Context: an optimization exercise on an open-source flow, tuned for small area. The choices shown serve that exercise and are no tape-out recipe. Only simulation tests tie the RTL to the original design; equivalence was not proved. Power and IR drop assume default switching activity.

==> flow/design.v <==
module ufla_rdmux (
    input  wire [31:1]      sel,
    input  wire [31*32-1:0] d,
    output wire [31:0]      q
);
    wire [32*11-1:0] y;
    genvar g, h;
    generate
        for (g = 0; g < 10; g = g + 1) begin : grp
            for (h = 0; h < 4; h = h + 1) begin : part
                ufla_aoi3 u_g (.s(sel[3*g+3 -: 3]),
                               .d({d[96*g+64+8*h +: 8], d[96*g+32+8*h +: 8], d[96*g+8*h +: 8]}),
                               .y(y[32*g+8*h +: 8]));
            end
        end
    endgenerate
    assign y[32*10 +: 32] = ~(d[30*32 +: 32] & {32{sel[31]}});
    ufla_nand11 u_n (.y(y), .q(q));
endmodule
module ufla_aoi3 (
    input  wire [2:0]  s,
    input  wire [23:0] d,
    output wire [7:0]  y
);
    assign y = ~((d[7:0]   & {8{s[0]}}) |
                 (d[15:8]  & {8{s[1]}}) |
                 (d[23:16] & {8{s[2]}}));
endmodule
module ufla_nand11 (
    input  wire [32*11-1:0] y,
    output reg  [31:0]      q
);
    integer k;
    always @* begin
        q = 32'hFFFF_FFFF;
        for (k = 0; k < 11; k = k + 1)
            q = q & y[32*k +: 32];
        q = ~q;
    end
endmodule
module ufla_regfile (
    input  wire        clk,
    input  wire        rst,
    input  wire        we,
    input  wire [4:0]  waddr,
    input  wire [31:0] wdata,
    input  wire [4:0]  raddr_a,
    input  wire [4:0]  raddr_b,
    output wire [31:0] rdata_a,
    output wire [31:0] rdata_b,
    input  wire [4:0]  raddr_dbg,
    output wire [31:0] rdata_dbg
);
    reg  [31:0] regs [1:31];
    wire [31:0] wd = wdata & {32{~rst}};
    reg  [31*32-1:0] flat;
    reg  [31:1] sa, sb, sd;
    integer i;
    always @(posedge clk) begin
        for (i = 1; i < 32; i = i + 1)
            if (rst || (we && waddr == i[4:0]))
                regs[i] <= wd;
    end
    always @* begin
        for (i = 1; i < 32; i = i + 1) begin
            flat[(i-1)*32 +: 32] = regs[i];
            sa[i] = raddr_a == i[4:0];
            sb[i] = raddr_b == i[4:0];
            sd[i] = raddr_dbg == i[4:0];
        end
    end
    ufla_rdmux u_ra (.sel(sa), .d(flat), .q(rdata_a));
    ufla_rdmux u_rb (.sel(sb), .d(flat), .q(rdata_b));
    ufla_rdmux u_rd (.sel(sd), .d(flat), .q(rdata_dbg));
endmodule
module ufla_core (
    input  wire        clk,
    input  wire        rst,           
    output wire        imem_re,       
    output wire [15:0] imem_addr,
    input  wire [31:0] imem_rdata,
    output wire        dmem_re,       
    output wire        dmem_we,       
    output wire [15:0] dmem_addr,
    output wire [31:0] dmem_wdata,
    input  wire [31:0] dmem_rdata,
    input  wire [4:0]  dbg_raddr,
    output wire [31:0] dbg_rdata,
    output wire [16:0] pc,
    output wire [3:0]  flags,         
    output wire        halted,
    output wire        draining,
    output wire        fault_valid,
    output wire [2:0]  fault_cause,   
    output wire [32:0] fault_addr
);
    localparam [4:0] C_ADD = 5'd0,  C_SUB = 5'd1,  C_XOR = 5'd2,  C_OR   = 5'd3,
                     C_AND = 5'd4,  C_ZERO = 5'd5, C_SHL = 5'd6,  C_ASR  = 5'd7,
                     C_LSR = 5'd8,  C_LCLH = 5'd9, C_LCLL = 5'd10, C_LW  = 5'd11,
                     C_SW  = 5'd12, C_JAL = 5'd13, C_JR  = 5'd14, C_BEQ  = 5'd15,
                     C_BNE = 5'd16, C_J   = 5'd17, C_NOP = 5'd18;
    reg [16:0] pc_q;
    reg [3:0]  flags_q;
    reg        halted_q;
    reg        fault_valid_q;
    reg [2:0]  fault_cause_q;
    reg        ifid_v;
    reg [7:0]  ifid_op;
    reg [23:0] ifid_w;
    reg        idex_v;
    reg [4:0]  idex_cls;
    reg        idex_lcl;
    reg [23:0] idex_w;
    reg        exm_v;
    reg        exm_ld, exm_st;
    reg [4:0]  exm_dest;
    reg [32:0] exm_x;         
    reg [31:0] exm_sd;        
    reg        mwb_v;
    reg [4:0]  mwb_dest;
    reg [31:0] mwb_res;
    wire mem_oob   = |exm_x[32:16];
    wire mem_fault = exm_v && (exm_ld || exm_st) && mem_oob;
    assign dmem_re    = exm_v && exm_ld && !mem_oob;
    assign dmem_we    = exm_v && exm_st && !mem_oob;
    assign dmem_addr  = exm_x[15:0];
    assign dmem_wdata = exm_sd;
    wire [4:0]  ex_ra   = idex_w[20:16];
    wire [4:0]  ex_rb   = idex_lcl ? idex_w[4:0] : idex_w[12:8];
    wire [31:0] ex_a, ex_b;
    ufla_regfile u_rf (
        .clk       (clk),
        .rst       (rst),
        .we        (mwb_v),
        .waddr     (mwb_dest),
        .wdata     (mwb_res),
        .raddr_a   (ex_ra),
        .raddr_b   (ex_rb),
        .rdata_a   (ex_a),
        .rdata_b   (ex_b),
        .raddr_dbg (dbg_raddr),
        .rdata_dbg (dbg_rdata)
    );
    wire [32:0] alu_res;
    wire        alu_eq;
    wire [3:0]  alu_flag_we, alu_flag_val;
    wire [15:0] imm16 = idex_w[15:0];
    wire is_add  = idex_cls == C_ADD;
    wire is_sub  = idex_cls == C_SUB;
    wire is_xor  = idex_cls == C_XOR;
    wire is_or   = idex_cls == C_OR;
    wire is_and  = idex_cls == C_AND;
    wire is_shl  = idex_cls == C_SHL;
    wire is_asr  = idex_cls == C_ASR;
    wire is_lsr  = idex_cls == C_LSR;
    wire is_lclh = idex_cls == C_LCLH;
    wire is_lcll = idex_cls == C_LCLL;
    wire is_mem  = idex_cls == C_LW || idex_cls == C_SW;
    wire is_jal  = idex_cls == C_JAL;
    wire is_jr   = idex_cls == C_JR;
    wire j_oob   = |idex_w[23:16];
    wire is_jw   = idex_cls == C_J || idex_cls == C_BEQ || idex_cls == C_BNE || (is_jal && j_oob);
    wire [31:0] op2;
    assign op2[15:0]  = (is_mem | is_lcll) ? imm16 : is_lclh ? ex_b[15:0]  : ex_b[15:0]  ^ {16{is_sub}};
    assign op2[31:16] = is_mem ? 16'd0 : is_lclh ? imm16 : is_lcll ? ex_b[31:16] : ex_b[31:16] ^ {16{is_sub}};
    wire [16:0] c;
    wire [32:16] c0, c1;
    wire [15:0]  s_lo;
    wire [31:16] s0, s1;
    assign c[0]   = is_sub;
    assign c0[16] = 1'b0;
    assign c1[16] = 1'b1;
    genvar gi;
    generate
        for (gi = 0; gi < 16; gi = gi + 1) begin : lo
            assign s_lo[gi]  = ex_a[gi] ^ op2[gi] ^ c[gi];
            assign c[gi + 1] = (ex_a[gi] & op2[gi]) | (ex_a[gi] & c[gi]) | (op2[gi] & c[gi]);
        end
        for (gi = 16; gi < 32; gi = gi + 1) begin : hi
            assign s0[gi]     = ex_a[gi] ^ op2[gi] ^ c0[gi];
            assign c0[gi + 1] = (ex_a[gi] & op2[gi]) | (ex_a[gi] & c0[gi]) | (op2[gi] & c0[gi]);
            assign s1[gi]     = ex_a[gi] ^ op2[gi] ^ c1[gi];
            assign c1[gi + 1] = (ex_a[gi] & op2[gi]) | (ex_a[gi] & c1[gi]) | (op2[gi] & c1[gi]);
        end
    endgenerate
    wire [31:0] sum  = {c[16] ? s1 : s0, s_lo};
    wire        cout = c[16] ? c1[32] : c0[32];
    wire        ovf  = (ex_a[31] == op2[31]) && (sum[31] != ex_a[31]);
    wire [4:0]  sh = ex_b[4:0];
    reg  [31:0] a_rev, r_rev;
    integer k;
    always @* for (k = 0; k < 32; k = k + 1) a_rev[k] = ex_a[31 - k];
    wire [31:0] sin  = is_shl ? a_rev : ex_a;
    wire        fill = is_asr & ex_a[31];
    wire [31:0] st0 = sh[0] ? {fill, sin[31:1]}          : sin;
    wire [31:0] st1 = sh[1] ? {{2{fill}}, st0[31:2]}     : st0;
    wire [31:0] st2 = sh[2] ? {{4{fill}}, st1[31:4]}     : st1;
    wire [31:0] st3 = sh[3] ? {{8{fill}}, st2[31:8]}     : st2;
    wire [31:0] sr  = sh[4] ? {{16{fill}}, st3[31:16]}   : st3;
    always @* for (k = 0; k < 32; k = k + 1) r_rev[k] = sr[31 - k];
    wire [31:0] keep = 32'hFFFF_FFFF >> sh;
    wire        shl_c = |(ex_a & ~keep);
    wire [31:0] x = ex_a ^ ex_b;
    assign alu_eq = ~|x;
    wire [31:0] res_o =
          ({32{is_xor}} & x)
        | ({32{is_or}}  & (ex_a | ex_b))
        | ({32{is_and}} & (ex_a & ex_b))
        | ({32{is_shl}} & r_rev)
        | ({32{is_asr | is_lsr}} & sr)
        | ({32{is_lclh | is_lcll}} & op2)
        | ({32{is_jal & ~j_oob}} & {15'd0, pc_q})
        | ({32{is_jr}}   & ex_a)
        | ({32{is_jw}}   & {8'd0, idex_w});
    wire [31:0] res = ({32{is_add | is_sub | is_mem}} & sum) | res_o;
    assign alu_res = {is_mem & cout, res};
    wire z_sum = ~|s_lo & (c[16] ? ~|s1 : ~|s0);
    wire z_res = (is_add | is_sub) ? z_sum : ~|res_o;
    wire alu   = idex_cls <= C_LCLL;
    wire alu_c = idex_cls <= C_LSR;
    assign alu_flag_we  = {alu, alu, alu_c, alu_c & ~is_shl};
    assign alu_flag_val = {z_res, res[31],
                       ((is_add | is_sub) & cout) | (is_shl & shl_c),
                       (is_add | is_sub) & ovf};
    wire ex_jr    = idex_cls == C_JR;
    wire ex_taken = idex_cls == C_J || idex_cls == C_JAL || ex_jr ||
                    (idex_cls == C_BEQ && alu_eq) || (idex_cls == C_BNE && !alu_eq);
    wire [31:0] ex_target = ex_jr ? ex_a : {8'd0, idex_w};
    wire ex_oob   = |ex_target[31:16];
    wire ex_fault = !mem_fault && idex_v && ex_taken && ex_oob;
    wire squash   = mem_fault || ex_fault;
    wire redirect = idex_v && ex_taken && !squash;
    wire ex_wr    = idex_cls <= C_LW;    
    wire [4:0] ex_dest = (idex_cls == C_JAL) ? 5'd31 : (ex_wr ? idex_w[4:0] : 5'd0);
    wire [16:0] fetch_pc    = redirect ? ex_target[16:0] : pc_q;
    wire        fetch_ok    = !squash && !halted_q;
    wire        fetch_fault = fetch_ok && fetch_pc[16];
    wire        fetch       = fetch_ok && !fetch_pc[16];
    wire        st_hit_pc   = exm_x[15:0] == pc_q[15:0];
    wire        st_hit_tgt  = exm_x[15:0] == ex_target[15:0];
    wire        st_hit      = dmem_we && (redirect ? st_hit_tgt : st_hit_pc);
    wire [31:0] fetch_word  = st_hit ? exm_sd : imem_rdata;
    wire        fetch_halt  = fetch_word == 32'hFFFF_FFFF;
    assign imem_re   = fetch;
    assign imem_addr = fetch_pc[15:0];
    reg [4:0] f_cls;
    always @* begin
        case (ifid_op)
            8'h01: f_cls = C_ADD;
            8'h02: f_cls = C_SUB;
            8'h03: f_cls = C_ZERO;
            8'h04: f_cls = C_XOR;
            8'h05: f_cls = C_OR;
            8'h07: f_cls = C_AND;
            8'h08: f_cls = C_SHL;
            8'h0A: f_cls = C_SHL;
            8'h09: f_cls = C_ASR;
            8'h0B: f_cls = C_LSR;
            8'h0E: f_cls = C_LCLH;
            8'h0F: f_cls = C_LCLL;
            8'h10: f_cls = C_LW;
            8'h11: f_cls = C_SW;
            8'h12: f_cls = C_JAL;
            8'h13: f_cls = C_JR;
            8'h14: f_cls = C_BEQ;
            8'h15: f_cls = C_BNE;
            8'h16: f_cls = C_J;
            default: f_cls = C_NOP;
        endcase
    end
    always @(posedge clk) begin
        ifid_op  <= fetch_word[31:24];
        ifid_w   <= fetch_word[23:0];
        idex_cls <= f_cls;
        idex_lcl <= f_cls == C_LCLH || f_cls == C_LCLL;
        idex_w   <= ifid_w;
        exm_ld   <= idex_cls == C_LW;
        exm_st   <= idex_cls == C_SW;
        exm_dest <= ex_dest;
        exm_sd   <= ex_b;
        mwb_dest <= exm_dest;
        mwb_res  <= exm_ld ? dmem_rdata : exm_x[31:0];
    end
    wire any_fault = mem_fault || ex_fault || fetch_fault;
    wire fault_fetch = fault_cause_q == 3'd1;
    wire exm_x_hold  = mem_fault || (fault_valid_q && !fault_fetch);
    always @(posedge clk) begin
        if (!exm_x_hold)
            exm_x <= alu_res;
        if (!fault_valid_q)
            fault_cause_q <= mem_fault ? (exm_ld ? 3'd2 : 3'd3) : ex_fault ? 3'd4 : 3'd1;
    end
    always @(posedge clk) begin
        if (rst) begin
            pc_q          <= 17'd0;
            flags_q       <= 4'd0;
            halted_q      <= 1'b0;
            fault_valid_q <= 1'b0;
            ifid_v        <= 1'b0;
            idex_v        <= 1'b0;
            exm_v         <= 1'b0;
            mwb_v         <= 1'b0;
        end else begin
            if (any_fault || (fetch && fetch_halt))
                halted_q <= 1'b1;
            if (any_fault)
                fault_valid_q <= 1'b1;
            mwb_v  <= exm_v && !mem_fault;
            exm_v  <= idex_v && !squash;
            idex_v <= ifid_v && !squash;
            ifid_v <= fetch;
            if (!mem_fault) begin
                if (dmem_re)
                    flags_q <= {dmem_rdata == 32'd0, dmem_rdata[31], 2'b00};
                if (idex_v) begin
                    if (alu_flag_we[3]) flags_q[3] <= alu_flag_val[3];
                    if (alu_flag_we[2]) flags_q[2] <= alu_flag_val[2];
                    if (alu_flag_we[1]) flags_q[1] <= alu_flag_val[1];
                    if (alu_flag_we[0]) flags_q[0] <= alu_flag_val[0];
                end
            end
            if (fetch)
                pc_q <= fetch_pc + 17'd1;
            else if (redirect)
                pc_q <= fetch_pc;
        end
    end
    assign pc          = pc_q;
    assign flags       = flags_q;
    assign halted      = halted_q;
    assign draining    = ifid_v || idex_v || exm_v || mwb_v;
    assign fault_valid = fault_valid_q;
    assign fault_cause = fault_cause_q;
    assign fault_addr  = fault_fetch ? 33'h1_0000 : exm_x;
endmodule
==> flow/flow/run.sh <==
#!/bin/bash
# Layout flow: the standard flow (standard.sh: ORFS synthesis, floorplan,
# placement, CTS, routing, finish), unchanged except for two arguments:
#  - CTS builds the clock tree without dummy loads at the leaves;
#  - the input and output ports are buffered with sky130_fd_sc_hd__buf_1
#    (every port still gets its own buffer).
# standard.sh's full output goes to standard.log; ORFS keeps each tool's own
# log under orfs/logs/.
set -eo pipefail
export CTS_ARGS="-sink_clustering_enable -repair_clock_nets -dont_use_dummy_load"
export BUFFER_PORTS_ARGS="-buffer_cell sky130_fd_sc_hd__buf_1"
bash standard.sh > standard.log 2>&1
==> flow/standard.sh <==
#!/bin/bash
# synth_recipe.tcl (not shown) runs the flow's synth.tcl, then flattens the netlist and writes it again
# the make line also repeats each setting of config.mk as NAME=value (left out here)
make -C /OpenROAD-flow-scripts/flow DESIGN_CONFIG=/design/flow/config.mk WORK_HOME=/design/flow/orfs CLKGATE_MAP_FILE= SYNTH_SCRIPT=/design/flow/synth_recipe.tcl "${@:-finish}"
==> flow/config.mk <==
export PLATFORM = sky130hd
export DESIGN_NAME = ufla_core
export DESIGN_NICKNAME = ufla_core
export VERILOG_FILES = /design/flow/design.v
export SDC_FILE = /design/flow/constraint.sdc
export NUM_CORES = 4
export LEC_CHECK = 0
export CAP_MARGIN = 20
export CORE_MARGIN = 2
export CORE_UTILIZATION = 40
export CTS_BUF_LIST = sky130_fd_sc_hd__clkbuf_8
export PLACE_DENSITY = 0.6
export SLEW_MARGIN = 20
export SYNTH_HIERARCHICAL = 1
==> flow/constraint.sdc <==
create_clock -name core_clock -period 12.0 [get_ports {clk}]
set_input_delay 2.4000 -clock core_clock [delete_from_list [all_inputs] [get_ports {clk}]]
set_output_delay 2.4000 -clock core_clock [all_outputs]
set_load 0.01 [all_outputs]
==> notes.md, run 1 <==
Final Setup Violations 0; worst hold stages 0; Synth area leader edfxtp_1; fmax 86.3 MHz; Die Y-Extent 393 um; drt initial violations 17,700; post-synthesis sequential area ratio 56.6%; Filler cells 13,500; most used cell, CP fa_1; final cycle utilization of the critical path 96.5%; crit end category register; FF-to-FF path depth 36; LEAKAGE 0.0232 uW; CTS tree yes; Clock Tree Buf Depth 3; Synth cell types 100; largest net degree at the start of global routing 59; slew margin rel. 13.5%; Area Growth Syn to Fin 12.8%; PortBufs 229; slowest stage delay, CP 590 ps; # rows 142; Final Max Tran Viols 0; Worst Slack Setup Final 415 ps; Starting Density 40.3%; Vias 55,600; vias per std cell 7.95; Post-CTS Hold Buffers 0; CTS root buffer clkbuf_16; Top FF cell, synth edfxtp_1; top-area cell type share of the netlist area 51.1%; most frequent cells after synthesis 1,028 x edfxtp_1, 960 x a222oi_1, 285 x nand2_1, 240 x clkbuf_2, 228 x nand4_1; max_cap viols 0; syn avg cell area 12.7 um2; cell area after layout 68,100 um2; Synth async-reset ratio 0%; routed wire length 312 mm; Post-Syn Nets 4,937; RSZ-0062 raised after global routing no; Post-synth EDFFs 1,028; pre-CTS setup slack 688 ps; DIE AREA 154,000 um2; post-synthesis instance area 60,400 um2; Core Area 150,000 um2; warnings from Yosys 10; fin crit period 11,590 ps; Ports 230; GRT Residual Overflow 0; Post-DP Area 64,700 um2; clock-pin transition on the worst setup and hold timing paths 60 ps; TNS Setup 0 ps; RePlAce Congestion 1.08; Worst-Skew Late Latency 800 ps; clk sinks 1,193; Power Density 151 nW/um2; gr usage total 39.1%; Die X 393 um; DRC Markers 0; Gate Count Post-Synth 4,746; first-pass GRT wire length 419 mm; WP data arrival 12,270 ps; share of layout cells above drive strength 1 13.6%; worst-margin pin slew 1290 ps; CP startpoint kind register; post-CTS sizing 0; Final Skew 75.2 ps; drt first pass iters 17; Num CTS Buffers 132; crit-path max FO 31; vias in the first global route 50,100; initial antenna violation count 33; register bit total from synthesis 1,193; top cells by area, synth edfxtp_1 51%, a222oi_1 16%, dfxtp_1 5.5%; Slowest-stage cell, CP or3_2; most common cell in the netlist edfxtp_1; status no timing/DRC/antenna violations; Hold Crit Class register to register; Routed Antenna Nets 0; CP required 12,680 ps; Final Hold Viols 0; estimated wirelength of the detail-placed design 212 mm; crit path kind register to register; Routed wire per std cell 44.6 um; highest ir drop seen on vdd 0.151 mV; # Post-CTS Setup Buffers 0; H-tree depth 4; layout net count 5,159
## sequential cells by signal, summed over array words and instances (netlist names), 3 cells and up, named ones only
name	cells
exm_dest	5
idex_cls	5
mwb_res	32
idex_w	24
pc_q	17
fault_cause_q	3
ifid_w	24
ifid_op	3
exm_x	33
mwb_dest	5
u_rf.regs	992
exm_sd	32
flags_q	4
## kinds of logic after synthesis
kind of cell,share of synthesized area [%]
compound gates,22.0
simple gates,10.7
flops,56.6
buf+inv,3.99
mux,2.78
fa+ha+maj,3.06
xor+xnor,0.870
## Yosys stat by module (local to each module, per instance)
module        flops+latches  cells
ufla_rdmux                0     35
ufla_nand11               0    128
ufla_regfile            992   1227
ufla_core               201   1830
ufla_aoi3                 0     10
## worst max-delay path, delay by kind of cell, from the launching register on
| family | cells | cell delay, ps |
|---|---|---|
| buffers and inverters | 4 | 580 |
| DFF | 1 | 450 |
| xor gates and xnor gates | 1 | 140 |
| AOI/OAI and AO/OA | 7 | 1490 |
| adders and majority gates | 16 | 6540 |
| muxes | 1 | 450 |
| and+or+nand+nor | 7 | 1860 |
## final cells by class
class                           count  area [um2]  area share [%]
Clock buffer                      132        3300            4.85
Antenna cell                       14        35.0          0.0515
Inverter                          114         428           0.628
Sequential cell                  1193       34200            50.2
Tap cell                         2016        2520            3.70
Timing Repair Buffer              487        2840            4.17
Multi-Input combinational cell   3040       24800            36.4
## routing by layer
metal	vias up	global-route usage [%]	share of wire, %
li1	21200	-	-
met1	27100	48.3	34
met2	5988	57.8	42
met3	1291	16.9	17
met4	24	20.2	7.0
met5	-	0	0.050
## per-stage QoR
step | hold slack [ps] | power, uW | utilization [%] | std cells
finish | 324 | 10300 | 45.5 | 6996
global route | 333 | 10500 | 45.4 | 6983
CTS | 327 | 10200 | 45.4 | 6980
detailed placement | 314 | 6740 | 43.2 | 6848
global placement | 312 | 6750 | 43.2 | 6846
floorplan | 310 | 5820 | - | 4746
## power breakdown
group,switching [uW],internal (uW),leakage (uW),total (uW)
clock network,1560,1920,0.00163,3480
registers,210,4730,0.0120,4940
logic,1350,502,0.00950,1850
total,3120,7160,0.0232,10300
## cell usage in the layout, fill, tap and decap left out, types with 56 or more instances in the layout
cell type,count
mux2_2,56
dfxtp_1,164
nor2_4,63
inv_1,111
buf_1,228
edfxtp_1,1028
o21ai_0,88
nand3_1,120
ha_1,74
buf_4,255
nand2_1,283
or3_1,108
a222oi_1,960
a21oi_1,108
clkbuf_16,132
nand4_1,228
nor2_1,122
## worst paths after layout
kind	startpoint	end	slack (ps)
worst min-delay path	ifid_w[22]	idex_w[22]	320
worst max-delay path	idex_lcl	flags_q[3]	410
worst min register to register	ifid_w[22]	idex_w[22]	320
worst max register to register	idex_lcl	flags_q[3]	410
==> run 2, diff against run 1 <==
==> flow/flow/run.sh (replaced) <==
#!/bin/bash
# Layout flow: the standard flow (standard.sh: ORFS synthesis, floorplan,
# placement, CTS, routing, finish), unchanged except for two arguments:
#  - CTS builds the clock tree from clkbuf_8 cells, without dummy loads at
#    the leaves;
#  - the input and output ports are buffered with sky130_fd_sc_hd__buf_1
#    (every port still gets its own buffer).
# standard.sh's full output goes to standard.log; ORFS keeps each tool's own
# log under orfs/logs/.
set -eo pipefail
export CTS_ARGS="-sink_clustering_enable -repair_clock_nets -dont_use_dummy_load -buf_list sky130_fd_sc_hd__clkbuf_8"
export BUFFER_PORTS_ARGS="-buffer_cell sky130_fd_sc_hd__buf_1"
bash standard.sh > standard.log 2>&1
==> flow/config.mk (replaced) <==
export PLATFORM = sky130hd
export DESIGN_NAME = ufla_core
export DESIGN_NICKNAME = ufla_core
export VERILOG_FILES = /design/flow/design.v
export SDC_FILE = /design/flow/constraint.sdc
export NUM_CORES = 4
export LEC_CHECK = 0
export CAP_MARGIN = 10
export CORE_MARGIN = 2
export CORE_UTILIZATION = 40
export PLACE_DENSITY = 0.55
export SLEW_MARGIN = 10
export SYNTH_HIERARCHICAL = 1
==> run 2 against run 1 <==
Die area did not move. Power down 4.8%. Utilization shrank 0.36 points. Largest cell class unchanged. Highest routed layer unchanged. Final cell count grew 1.8%. Still clean on timing, DRC and antenna. Largest power group unchanged. Combinational power about the same. First-iteration DRC count is 7.2% lower. Sequential share of layout area rose by 0.40 points. Global-route usage increased by 1.2 points. Via count is 0.81% lower. Clock skew up 50 ps. Critical endpoint is now imem_addr[8]. Worst hold slack barely moved. Synthesized cell count is the same.
==> notes.md, run 2 <==
slew margin rel. 9.57% (-4.0 points); CP startpoint idex_w[19]; crit end category output pin; Worst-Skew Late Latency 980 ps (+180 ps); most frequent cells in the layout 1,028 x edfxtp_1, 960 x a222oi_1, 283 x nand2_1, 243 x buf_4; FF-to-FF Start idex_lcl; fin crit period 11,600 ps (+10.2 ps); WP data arrival 9200 ps (-3070 ps); Routed wire per std cell 45.1 um (+1.1%); largest net degree at the start of global routing 59 (unchanged); crit path kind register to output pin; initial antenna violation count 60 (+82%); Ports 230 (unchanged); sw power 3090 uW (-0.81%); Final Setup Violations 0 (unchanged); DRC Markers 0 (unchanged); drt initial violations 16,400 (-7.2%); routed wire length 321 mm (+2.9%); RSZ-0062 raised after global routing no; DIE AREA 154,000 um2 (unchanged); gr usage total 40.3% (+1.2 points); Logic pwr share 18.9% (+0.9 points); vias in the first global route 50,600 (+1.1%); crit path cell chain nand2b_1 -> nor2_4 -> buf_4 -> buf_4 -> a222oi_1 -> nand4_1 -> or3_1 -> inv_1 -> ha_1 -> nor4_1 -> nand4_1 -> or4_4 -> a211oi_4 -> buf_4 -> nand2b_1 -> a21boi_1 -> inv_1 -> buf_1; Buf/Inv on CP 6 (+2); status no timing/DRC/antenna violations; worst-margin pin slew 1360 ps (+67.5 ps); Final Max Tran Viols 0 (unchanged); commonest non-fill, non-tap cell in the layout edfxtp_1; Synth async-reset ratio 0% (unchanged); clock-pin transition on the worst setup and hold timing paths 50 ps (about the same); Core Area 150,000 um2 (unchanged); CTS tree yes; max reg flops 992 (unchanged); sequential power share 50.5% (+2.4 points); syn avg cell area 12.7 um2 (unchanged); Post-synth EDFFs 1,028 (unchanged); TNS Setup 0 ps (unchanged); clk sinks 1,193 (unchanged); PortBufs 229 (unchanged); Worst path top cell family by delay simple AND/OR/NAND/NOR gates; Synth cell types 100 (unchanged); Final Hold Viols 0 (unchanged); Filler cells 13,700 (+0.75%); most used cell, CP buf_4; share of layout cells above drive strength 1 14.5% (+0.91 points); register bit total from synthesis 1,193 (unchanged); max_cap viols 0 (unchanged); Post-Syn Nets 4,937 (unchanged); Post-CTS Hold Buffers 0 (unchanged); cell area after layout 67,600 um2 (-0.78%); estimated wirelength of the detail-placed design 216 mm (+1.7%); Vias 55,200 (-0.81%); Die Y-Extent 393 um (unchanged); Hold Crit Start ifid_w[21]; clock share of power 30.7% (-3.1 points); top-area cell type share of the netlist area 51.1% (unchanged); Sw Share 31.6% (+1.3 points); post-synthesis instance area 60,400 um2 (unchanged); top cells by area, synth edfxtp_1 51%, a222oi_1 16%, dfxtp_1 5.5%; most frequent cells after synthesis 1,028 x edfxtp_1, 960 x a222oi_1, 285 x nand2_1, 240 x clkbuf_2, 228 x nand4_1; Routed Antenna Nets 0 (unchanged); slowest stage delay, CP 1000 ps (+410 ps); # Post-CTS Setup Buffers 0 (unchanged); Synth area leader edfxtp_1; Post-DP Area 64,600 um2 (-0.19%); Power Density 145 nW/um2 (-4.1%); cell internal pwr 6690 uW (-6.6%); LEAKAGE 0.0229 uW (-1.2%); Die X 393 um (unchanged); Hold Crit Class register to register; final cycle utilization of the critical path 96.6% (about the same); crit-path max FO 15 (-52%); CTS root buffer clkbuf_8; # rows 142 (unchanged); highest ir drop seen on vdd 0.0881 mV (-42%); Area Growth Syn to Fin 11.9%; post-synthesis sequential area ratio 56.6% (unchanged); vias per std cell 7.75 (-2.5%); CP required 9600 ps (-3080 ps); layout net count 5,213 (+1.0%); most common cell in the netlist edfxtp_1; first-pass GRT wire length 428 mm (+2.2%); Slowest-stage cell, CP or3_1; warnings from Yosys 10 (unchanged); Final Core Density 45.1% (-0.36 points); Clock Tree Buf Depth 3 (unchanged); Regs by FF count u_rf.regs (992), exm_x (33); Num CTS Buffers 200 (+52%); Starting Density 40.3% (unchanged); RePlAce Congestion 1.03 (-4.8%); H-tree depth 4 (unchanged); GRT Residual Overflow 0 (unchanged); fmax 86.2 MHz (about the same); Top FF cell, synth edfxtp_1; Gate Count Post-Synth 4,746 (unchanged); CP startpoint kind register; post-CTS sizing 0 (unchanged); drt first pass iters 17 (unchanged); Final Skew 125 ps (+49.7 ps); largest register by flop count u_rf.regs
[run 2: cell counts after synthesis]
No cell type changed its count.
[run 2: path summary, 6_finish.rpt]
path	to	slack [ps]	cells past startpoint
max reg2reg	flags_q[0]	450	35
min	idex_w[21]	320	0
min reg2reg	idex_w[21]	320	0
max	imem_addr[8]	400	18
[run 2: Yosys stat by module, one instance, submodules excluded]
module	flip-flops and latches	times used	area (um2)	cells
ufla_aoi3	0	120	90.1	10
ufla_rdmux	0	3	154	35
ufla_core	201	1	15700	1830
ufla_regfile	992	1	31100	1227
ufla_nand11	0	3	761	128
[run 2: per-layer routing]
metal | up-vias | part of all wire (%) | track usage (%)
met1 | 26900 | 33 | 48.7
li1 | 21400 | - | -
met2 | 5579 | 42 | 59.7
met3 | 1262 | 15 | 13.1
met4 | 34 | 9.8 | 30.8
met5 | - | 0.069 | 0
[run 2: cell families (layout without fill, tap and decap cells)]
kind of cell	after synthesis	count (layout)	synth area share [%]
AOI/OAI and AO/OA	1491	1491	22.0
and+or+nand+nor	1234	1234	10.7
DFF	1193	1193	56.6
buffers and inverters	513	787	3.99
muxes	135	135	2.78
adders and majority gates	120	120	3.06
xor gates and xnor gates	60	60	0.870
other	0	84	0
[run 2: worst register-to-register path, delay by kind of cell, from the launching register on]
family                     cells  cell delay [ps]
adders and majority gates     16             6400
xor gates and xnor gates       2              220
AOI/OAI and AO/OA              3              750
muxes                          2              870
buffers and inverters          5              900
and+or+nand+nor                7             1800
DFF                            1              430
[run 2: metrics by stage]
| stage | hold WS, ps | instances | setup WS (ps) | total power, uW |
|---|---|---|---|---|
| final | 324 | 7120 | 404 | 9780 |
| after global placement | 312 | 6835 | 739 | 6760 |
| after global routing | 329 | 7109 | 14.7 | 9980 |
| after floorplan | 310 | 4746 | 497 | 5820 |
| after detailed placement | 312 | 6835 | 751 | 6740 |
| after CTS | 322 | 7035 | 621 | 9680 |
[run 2: power groups by stage]
stage	clock [uW]	combinational [uW]	sequential (uW)
floorplan	0	878	4940
global placement	0	1750	5000
detailed placement	0	1730	5000
CTS	3020	1740	4920
global route	3170	1860	4950
finish	3000	1840	4940
[run 2: cell type report]
type / count / area [um2] / area share (%)
Multi-Input combinational cell: 3040 / 24800 / 36.7
Inverter: 114 / 428 / 0.633
Clock buffer: 200 / 2750 / 4.07
Timing Repair Buffer: 473 / 2690 / 3.99
Sequential cell: 1193 / 34200 / 50.6
Tap cell: 2016 / 2520 / 3.73
Antenna cell: 84 / 210 / 0.311
==> run 3, diff against run 2 <==
==> flow/flow/run.sh (replaced) <==
#!/bin/bash
# Layout flow: the standard flow (standard.sh: ORFS synthesis, floorplan,
# placement, CTS, routing, finish), unchanged except for two arguments:
#  - CTS builds the clock tree from clkbuf_16 cells, in sink clusters of up
#    to 18 flip-flops and 80 um, without dummy loads at
#    the leaves;
#  - the input and output ports are buffered with sky130_fd_sc_hd__buf_1
#    (every port still gets its own buffer).
# standard.sh's full output goes to standard.log; ORFS keeps each tool's own
# log under orfs/logs/.
set -eo pipefail
export CTS_ARGS="-sink_clustering_enable -repair_clock_nets -dont_use_dummy_load -buf_list sky130_fd_sc_hd__clkbuf_16 -sink_clustering_size 18 -sink_clustering_max_diameter 80"
export BUFFER_PORTS_ARGS="-buffer_cell sky130_fd_sc_hd__buf_1"
bash standard.sh > standard.log 2>&1
==> run 3 against run 2 <==
Still clean. Critical path depth rose by 18. Final area shrank 0.97%. Combinational power is essentially flat. Sequential share of layout area up 0.49 points. Flip-flop and latch count stayed put. Critical endpoint is now flags_q[3].
==> notes.md, run 3 <==
filler-free cell count of the finished design 6,994 (-1.8%); Post-synth EDFFs 1,028 (unchanged); post-synthesis instance area 60,400 um2 (unchanged); CP required 12,590 ps (+2990 ps); crit path kind register to register; vias per std cell 7.78 (+0.41%); crit-path max FO 30 (+15); max reg flops 992 (unchanged); M3 GR Usage 12.8% (-0.25 points); Final Setup Violations 0 (unchanged); Area Growth Syn to Fin 10.8%; mux contribution to synthesized area 2.78% (unchanged); DRC Markers 0 (unchanged); post-CTS sizing 0 (unchanged); TNS Setup 0 ps (unchanged); share of layout cells above drive strength 1 12.5% (-2.0 points); Hold Crit Class register to register; RSZ-0062 raised after global routing no; slowest stage delay, CP 590 ps (-410 ps); sw power 2960 uW (-4.3%); highest ir drop seen on vdd 0.105 mV (+19%); vias in the first global route 49,600 (-2.1%); most used cell, CP fa_1; DIE AREA 154,000 um2 (unchanged); Most Crowded Layer GR met2; fmax 87.1 MHz (+1.0%); most frequent cells after synthesis 1,028 x edfxtp_1, 960 x a222oi_1, 285 x nand2_1, 240 x clkbuf_2, 228 x nand4_1; LEAKAGE 0.0225 uW (-1.7%); Die Y-Extent 393 um (unchanged); Synth async-reset ratio 0% (unchanged); Synth cell types 100 (unchanged); worst-margin pin slew 1320 ps (-37.0 ps); Final Hold Viols 0 (unchanged); Worst-Skew Late Latency 740 ps (-240 ps); Num CTS Buffers 85 (-57%); met2 GRT Util 60.4% (+0.62 points); gr usage total 40.2% (-0.16 points); sequential power share 52.2% (+1.7 points); Post-Syn Nets 4,937 (unchanged); Core Area 150,000 um2 (unchanged); fin crit period 11,480 ps (-119 ps); Gate Count Post-Synth 4,746 (unchanged); Ports 230 (unchanged); multi-input logic area 24,800 um2 (unchanged); clock-pin transition on the worst setup and hold timing paths 80 ps (+30 ps); Post-Synth Adder-Cell Area 3.06% (unchanged); max_cap viols 0 (unchanged); Clock Tree Buf Depth 3 (unchanged); estimated wirelength of the detail-placed design 216 mm (unchanged); largest family of logic cells by synthesized area compound AO/OA/AOI/OAI gates; drt initial violations 16,600 (+1.1%); placed insts 6,835 (unchanged); final cycle utilization of the critical path 95.6% (-0.99 points); most common cell in the netlist edfxtp_1; Top FF cell, synth edfxtp_1; first-pass GRT wire length 426 mm (-0.35%); Final Max Tran Viols 0 (unchanged); Logic pwr share 19.5% (+0.6 points); Synth Area in XOR/XNOR 0.870% (unchanged); slew margin rel. 12.0% (+2.5 points); Vias 54,400 (-1.4%); Final Skew 112 ps (-13.0 ps); clk sinks 1,193 (unchanged); warnings from Yosys 10 (unchanged); CTS tree yes; top-area cell type share of the netlist area 51.1% (unchanged); initial antenna violation count 53 (-12%); Starting Density 40.3% (unchanged); drt first pass iters 17 (unchanged); post-synthesis compound-gate area fraction 22.0% (unchanged); CP startpoint kind register; RePlAce Congestion 1.03 (unchanged); GRT Residual Overflow 0 (unchanged); top cells by area, synth edfxtp_1 51%, a222oi_1 16%, dfxtp_1 5.5%; # rows 142 (unchanged); PortBufs 229 (unchanged); register area 34,200 um2 (unchanged); register bit total from synthesis 1,193 (unchanged); Synth area leader edfxtp_1; Routed wire per std cell 45.7 um (+1.3%); largest net degree at the start of global routing 59 (unchanged); crit end category register; Slowest-stage cell, CP or3_2; clock share of power 28.2% (-2.5 points); Routed Antenna Nets 0 (unchanged); Regs by FF count u_rf.regs (992), exm_x (33); H-tree depth 3 (-1); cell internal pwr 6470 uW (-3.2%); routing usage on met1 48.6% (-0.098 points); routed wire length 319 mm (-0.50%); Power Density 141 nW/um2 (-2.6%); Die X 393 um (unchanged); WP data arrival 12,070 ps (+2870 ps); Filler cells 13,600 (-0.12%); most frequent cells in the layout 1,028 x edfxtp_1, 960 x a222oi_1, 283 x nand2_1, 243 x buf_4; Post-CTS Hold Buffers 0 (unchanged); layout net count 5,098 (-2.2%); syn avg cell area 12.7 um2 (unchanged); Sw Share 31.4% (-0.24 points); status no timing/DRC/antenna violations; commonest non-fill, non-tap cell in the layout edfxtp_1; CTS root buffer clkbuf_16; post-synthesis sequential area ratio 56.6% (unchanged); largest register by flop count u_rf.regs; area share of and/or/nand/nor cells after synthesis 10.7% (unchanged); # Post-CTS Setup Buffers 0 (unchanged)
[run 3: cell counts after synthesis]
No cell type changed its count.
[run 3: cell families after synthesis]
| family | after synthesis |
|---|---|
| XOR/XNOR | 60 |
| buffers and inverters | 513 |
| multiplexers | 135 |
| adder cells (fa/ha/maj) | 120 |
| flip-flops | 1193 |
| AO/OA/AOI/OAI | 1491 |
| AND/OR/NAND/NOR | 1234 |
[run 3: stage by stage]
stage	hold slack, ps	power [uW]	setup slack [ps]	area (um2)	utilization [%]
final	317	9430	524	66900	44.7
after global routing	322	9610	19.2	66900	44.6
after detailed placement	312	6740	751	64600	43.1
after floorplan	310	5820	497	60400	-
after global placement	312	6760	739	64600	43.1
after CTS	317	9330	638	66700	44.5
[run 3: Yosys stat by module (local to each module, per instance)]
module	area, um2	times used	cells	flops+latches
ufla_regfile	31100	1	1227	992
ufla_core	15700	1	1830	201
ufla_aoi3	90.1	120	10	0
ufla_nand11	761	3	128	0
ufla_rdmux	154	3	35	0
[run 3: metal layers]
metal	share of wire (%)	up-vias
li1	-	21100
met1	33	26600
met2	43	5479
met3	15	1143
met4	9.2	30
met5	0.065	-
[run 3: worst max-delay path, delay by kind of cell, from the launching register on]
kind,cells,cell delay (ps)
fa+ha+maj,16,6420
simple gates,7,1790
compound gates,7,1440
buf+inv,4,570
mux,1,520
flops,1,440
xor+xnor,1,120
[run 3: final timing paths]
path	slack [ps]	from	endpoint	depth (start not counted)
setup / recovery	520	idex_lcl	flags_q[3]	36
hold / removal	320	exm_dest[0]	mwb_dest[0]	0
setup reg to reg	520	idex_lcl	flags_q[3]	36
hold reg to reg	320	exm_dest[0]	mwb_dest[0]	0
[run 3: cell type report]
type,instances,share of cell area (%)
Timing Repair Buffer,473,4.02
Inverter,114,0.640
Clock buffer,85,3.18
Multi-Input combinational cell,3040,37.0
Antenna cell,73,0.273
Sequential cell,1193,51.1
Tap cell,2016,3.77
[run 3: power groups by stage]
stage	Clock (uW)	Combinational, uW	Sequential, uW
finish	2660	1840	4930
global route	2810	1860	4940
CTS	2680	1740	4910
detailed placement	0	1730	5000
global placement	0	1750	5000
floorplan	0	878	4940

==> what the ideal ports hide <==
The flow's constraints put no driver on any port. The routed layouts listed below were extracted and timed again, unchanged, in two steps.
Step 1, drivers: a clkbuf_16 drives clk and a buf_2 each remaining input, both assumed.
Step 2 also shifts input and output timing later by t, the mid clock arrival at the registers, as if the neighbouring blocks saw the same clock.
Three values: ideal ports, drivers, drivers and shift; two values: the first two.
run | shift t [ns] | setup slack, ns | cell pins on the clock port's net
run 1 | 0.850 | 0.415 / 0.415 / 0.415 | 1
run 2 | 0.993 | 0.404 / 0.320 / 0.451 | 1
run 3 | 0.777 | 0.524 / 0.500 / 0.524 | 1
After both steps every run listed still meets setup and hold.
